What follows belongs to an exercise in optimizing a design on an open flow for small area, a short achievable clock period and few clock cycles; a production flow would make more cautious choices.
In this exercise RTL edits were held to simulation tests only and were not proved equivalent to the original.

==> flow/design.v <==
module nbc_stream_enc (
    input  wire        clk,
    input  wire        rst,
    input  wire        cmd_valid,
    output wire        cmd_ready,
    input  wire [31:0] cmd_count,
    input  wire [1:0]  cmd_mode,
    input  wire [63:0] cmd_acc,
    input  wire        in_valid,
    output wire        in_ready,
    input  wire [63:0] in_data,
    output wire        out_valid,
    input  wire        out_ready,
    output wire [63:0] out_data,
    output wire [3:0]  out_nbytes,
    output wire        out_last
);
    localparam MODE_DELTA = 2'd1;
    localparam MODE_XOR   = 2'd2;
    integer j, i;
    reg        active;       
    reg [31:0] rem;          
    reg [2:0]  gpos;         
    reg        i_v, i_c, i_x, i_e, i_l;
    reg [2:0]  i_pos;
    reg [63:0] i_d;
    reg [1:0]  mode;
    reg [63:0] acc;          
    reg        i_sub;        
    reg        i_xor;        
    reg        gopen;        
    reg [15:0] nz_acc;       
    reg [6:0]  m_acc;
    reg        pend_full;
    reg [15:0] pend_nz;      
    reg [4:0]  pend_n;       
    reg [7:0]  pend_m;
    reg        pend_last;    
    reg [63:0] sd [0:8];
    reg [8:0]  tv, tc, tf, tz;
    reg        noop;         
    reg [135:0] nbuf;        
    reg [5:0]   cnt;         
    reg         fin;         
    reg [3:0]   lnb;         
    reg [4:0]   blk_n;       
    reg [6:0]   bm;          
    reg         blk_last;    
    assign out_valid  = cnt[5] | cnt[4] | fin;
    assign out_last   = fin & (cnt == 6'd16);
    assign out_data   = nbuf[63:0];
    assign out_nbytes = lnb;
    wire xfer = out_valid & out_ready;
    wire v0 = tv[0];
    wire c0 = tc[0];
    wire f0 = tf[0];
    wire head_noop = noop;
    reg  lt16;               
    reg  ok2;                
    reg  blk_pre;            
    wire head_go = head_noop | lt16 | (out_ready & ok2);
    wire blocked = blk_pre & ~(v0 & f0);
    wire step    = head_go & (i_v | ~gopen);
    wire mv      = step & i_v & ~blocked;
    wire pk      = step & ~head_noop;
    reg  in_ra, in_rb, cmd_ra, cmd_rb;
    assign cmd_ready = cmd_ra | (cmd_rb & out_ready);
    assign in_ready  = in_ra | (in_rb & out_ready);
    wire s8_free  = ~i_v | mv;
    wire cmd_fire = cmd_valid & ~active & s8_free;
    wire in_fire  = in_valid & active & s8_free;
    wire last_v   = (rem == 32'd1);
    wire [63:0] acc_m = acc & {64{i_sub | i_xor}};
    wire [63:0] dif   = i_d - acc;
    wire [63:0] t_val = i_sub ? dif : (i_d ^ acc_m);
    wire [63:0] bw    = dif ^ i_d ^ acc;
    reg [15:0] nzt;
    always @(*)
        for (i = 0; i < 16; i = i + 1)
            if (i_sub && i > 0 && bw[4*i])
                nzt[i] = (i_d[4*i +: 4] != acc[4*i +: 4] + 4'd1);
            else
                nzt[i] = (i_d[4*i +: 4] != acc_m[4*i +: 4]);
    wire zt = (i_d == acc_m);
    wire [15:0] nz_new = (i_x ? 16'd0 : nz_acc) | nzt;
    reg  [7:0]  m_full;
    always @(*)
        for (j = 0; j < 8; j = j + 1)
            m_full[j] = (j < i_pos) ? m_acc[j] : ((j == i_pos) ? zt : 1'b1);
    reg [4:0] n_enc;
    always @(*) begin
        n_enc = 5'd0;
        for (i = 0; i < 16; i = i + 1)
            if (pend_nz[i]) n_enc = i + 1;
    end
    wire [4:0] n_use = f0 ? pend_n : blk_n;
    wire       z0    = f0 ? pend_m[0] : bm[0];
    wire       more  = f0 ? ~&pend_m[7:1] : ~&bm[6:1];
    wire [5:0] len   = c0 ? 6'd8 : ({1'b0, f0, 2'b00} + {1'b0, (z0 ? 5'd0 : n_use)});
    wire [3:0] q     = cnt[3:0];
    wire [5:0] tot0  = {2'b00, q} + len;
    wire       pad   = ~c0 & ~more & tot0[0];
    wire [5:0] tot   = tot0 + {5'd0, pad};
    wire       fin_set = c0 ? tz[0] : ((f0 ? pend_last : blk_last) & ~more);
    wire [79:0]  app   = f0 ? {sd[0], pend_m, 3'b000, pend_n} : {16'd0, sd[0]};
    wire       bm_n0 = (v0 & ~c0) ? (f0 ? pend_m[1] : bm[1]) : bm[0];
    wire [135:0] app_s = {56'd0, app} << {q, 2'b00};
    wire [135:0] base  = xfer ? {64'd0, nbuf[135:64]} : nbuf;
    wire [5:0]   bcnt  = xfer ? cnt - 6'd16 : cnt;
    wire         bfin  = fin & ~(xfer & out_last);
    wire [5:0]   tot_r = (tot[3:0] == 4'd0) ? tot : {tot[5:4] + 2'd1, 4'd0};
    reg [5:0] cnt_n;
    reg       fin_n;
    always @(*) begin
        if (pk) begin
            cnt_n = fin_set ? tot_r : tot;
            fin_n = fin_set;
        end else begin
            cnt_n = bcnt;
            fin_n = bfin;
        end
    end
    wire take   = cmd_fire | in_fire;
    wire i_v_n  = take | (i_v & ~mv);
    wire i_c_n  = take ? cmd_fire : i_c;
    wire i_e_n  = take ? ((gpos == 3'd7) | last_v) : i_e;
    wire pf_n   = (mv & ~i_c & i_e) | (pend_full & ~(step & v0 & f0));
    wire act_n  = cmd_fire ? (cmd_count != 32'd0) : (active & ~(in_fire & last_v));
    wire v0_n   = step ? tv[1] : tv[0];
    wire f0_n   = step ? tf[1] : tf[0];
    wire noop_n = step ? (~tv[1] | (~tc[1] & ~tf[1] & bm_n0)) : noop;
    wire lt16_n = ~cnt_n[5] & ~cnt_n[4];
    wire ok2_n  = fin_n ? (cnt_n == 6'd16) : ~cnt_n[5];
    wire bpre_n = i_v_n & ~i_c_n & i_e_n & pf_n;
    wire blk_n_ = bpre_n & ~(v0_n & f0_n);
    wire ra_n   = ~i_v_n | (~blk_n_ & (noop_n | lt16_n));
    wire rb_n   = ~blk_n_ & ok2_n;
    always @(posedge clk) begin
        if (cmd_fire) begin
            rem  <= cmd_count;
            gpos <= 3'd0;
            mode <= cmd_mode;
        end else if (in_fire) begin
            rem  <= rem - 32'd1;
            gpos <= ((gpos == 3'd7) | last_v) ? 3'd0 : gpos + 3'd1;
        end
        if (cmd_fire | in_fire) begin
            i_d   <= cmd_fire ? {32'd0, cmd_count} : in_data;
            i_c   <= cmd_fire;
            i_x   <= cmd_fire ? (cmd_count == 32'd0) : (gpos == 3'd0);
            i_e   <= (gpos == 3'd7) | last_v;
            i_l   <= last_v;
            i_pos <= gpos;
            i_sub <= ~cmd_fire & (mode == MODE_DELTA);
            i_xor <= ~cmd_fire & (mode == MODE_XOR);
        end
        if (cmd_fire)
            acc <= cmd_acc;
        else if (mv & ~i_c)
            acc <= i_d;
        pend_n <= n_enc;
        if (mv & ~i_c) begin
            if (i_e) begin
                pend_nz   <= nz_new;
                pend_m    <= m_full;
                pend_last <= i_l;
            end else begin
                nz_acc       <= nz_new;
                m_acc[i_pos] <= zt;
            end
        end
        if (step) begin
            for (j = 0; j < 8; j = j + 1)
                sd[j] <= sd[j+1];
            sd[8] <= t_val;
            tc <= {i_c, tc[8:1]};
            tf <= {~i_c & i_x, tf[8:1]};
            tz <= {i_c & i_x, tz[8:1]};
        end
        if (step & v0 & ~c0) begin
            if (f0) begin
                bm       <= pend_m[7:1];
                blk_n    <= pend_n;
                blk_last <= pend_last;
            end else begin
                bm <= {1'b1, bm[6:1]};
            end
        end
        if (pk & fin_set)
            lnb <= (tot[3:0] == 4'd0) ? 4'd8 : {1'b0, tot[3:1]};
        if (pk)
            nbuf <= (c0 ? 136'd0 : base) | app_s;
        else
            nbuf <= base;
        if (rst) begin
            active    <= 1'b0;
            i_v       <= 1'b0;
            gopen     <= 1'b0;
            pend_full <= 1'b0;
            tv        <= 9'd0;
            noop      <= 1'b1;
            in_ra     <= 1'b0;
            in_rb     <= 1'b0;
            cmd_ra    <= 1'b1;
            cmd_rb    <= 1'b0;
            cnt       <= 6'd0;
            fin       <= 1'b0;
            lt16      <= 1'b1;
            ok2       <= 1'b1;
            blk_pre   <= 1'b0;
        end else begin
            active <= act_n;
            in_ra  <= act_n & ra_n;
            in_rb  <= act_n & rb_n;
            cmd_ra <= ~act_n & ra_n;
            cmd_rb <= ~act_n & rb_n;
            i_v <= cmd_fire | in_fire | (i_v & ~mv);
            if (mv & ~i_c)
                gopen <= ~i_e;
            if (mv & ~i_c & i_e)
                pend_full <= 1'b1;
            else if (step & v0 & f0)
                pend_full <= 1'b0;
            if (step) begin
                tv   <= {mv, tv[8:1]};
                noop <= noop_n;
            end
            cnt     <= cnt_n;
            fin     <= fin_n;
            lt16    <= lt16_n;
            ok2     <= ok2_n;
            blk_pre <= bpre_n;
        end
    end
endmodule
Settings: LEC_CHECK=0, ABC_CLOCK_PERIOD_IN_PS=3600, CAP_MARGIN=5, CORE_MARGIN=2, CORE_UTILIZATION=40, CTS_CLUSTER_DIAMETER=110, CTS_CLUSTER_SIZE=25, SETUP_SLACK_MARGIN=4.4, SLEW_MARGIN=5, TNS_END_PERCENT=10; clock period 8.0 ns.
standard.sh (not shown) runs the stock make flow with config.mk's settings and CLKGATE_MAP_FILE= SYNTH_SCRIPT=/design/flow/synth_recipe.tcl, a recipe that flattens the netlist after the stock synthesis.
==> flow/flow/run.sh <==
#!/bin/bash
# The standard layout, except that the I/O ports are buffered with
# sky130_fd_sc_hd__buf_2 cells instead of the delay buffers that buffer_ports
# picks by default. Every port still gets its own buffer.
set -euo pipefail
export BUFFER_PORTS_ARGS="-buffer_cell sky130_fd_sc_hd__buf_2"
bash standard.sh > standard_flow.log 2>&1
The starting point went through all stages and came out clean.
Testbench counts at the start, summed over its fixed seeds: cycles 15,253.
Then changed:
--- a/flow/design.v
+++ b/flow/design.v
@@ -64,13 +64,12 @@
     wire mv      = step & i_v & ~blocked;
     wire pk      = step & ~head_noop;
     reg  in_ra, in_rb, cmd_ra, cmd_rb;
     assign cmd_ready = cmd_ra | (cmd_rb & out_ready);
     assign in_ready  = in_ra | (in_rb & out_ready);
-    wire s8_free  = ~i_v | mv;
-    wire cmd_fire = cmd_valid & ~active & s8_free;
-    wire in_fire  = in_valid & active & s8_free;
+    wire cmd_fire = cmd_valid & cmd_ready;
+    wire in_fire  = in_valid & in_ready;
     wire last_v   = (rem == 32'd1);
     wire [63:0] acc_m = acc & {64{i_sub | i_xor}};
     wire [63:0] dif   = i_d - acc;
     wire [63:0] t_val = i_sub ? dif : (i_d ^ acc_m);
     wire [63:0] bw    = dif ^ i_d ^ acc;
Clock skew falls by 4.6 ps.
Setup slack is better by 37 ps.
Flip-flop and latch count does not change.
Count of clock-buffer cells in the layout falls by 20.
Die area rises by 0.31%.
Cell area falls by 1.0%.
Testbench counts after the change, summed over its fixed seeds: cycles 15,253.

port drivers added, routing unchanged:
No port has a modelled driver above. Below, the same layouts with a new extraction and two added sets of constraints.
Step 1 sets driving cells, clkbuf_16 on the clock port and buf_2 on the other inputs (assumed; they add their load-dependent delay and slew).
Step 2 adds t to the input delays and takes it off the output delays; t is the mean of the earliest and latest rising clock arrival at the registers after step 1. Input paths then give back, and output paths get back, about the clock's delay inside the block.
Slacks: ideal ports / drivers / drivers and shift; pairs: ideal ports / drivers.
run	shift t [ns]	slack for setup (ns)	hold WS [ns]	clock arrival spread, ns	pins driven straight from the clock port
the first run	0.719	4.245 / 4.245 / 3.829	0.415 / 0.415 / 0.415	0.050 / 0.050	1
the second run	0.710	4.282 / 4.184 / 3.614	0.422 / 0.422 / 0.422	0.056 / 0.055	1
After both steps every run listed still meets setup and hold. The setup slack of the second run, which loses most, moves by -0.098 ns with the drivers and by -0.668 ns with both steps.
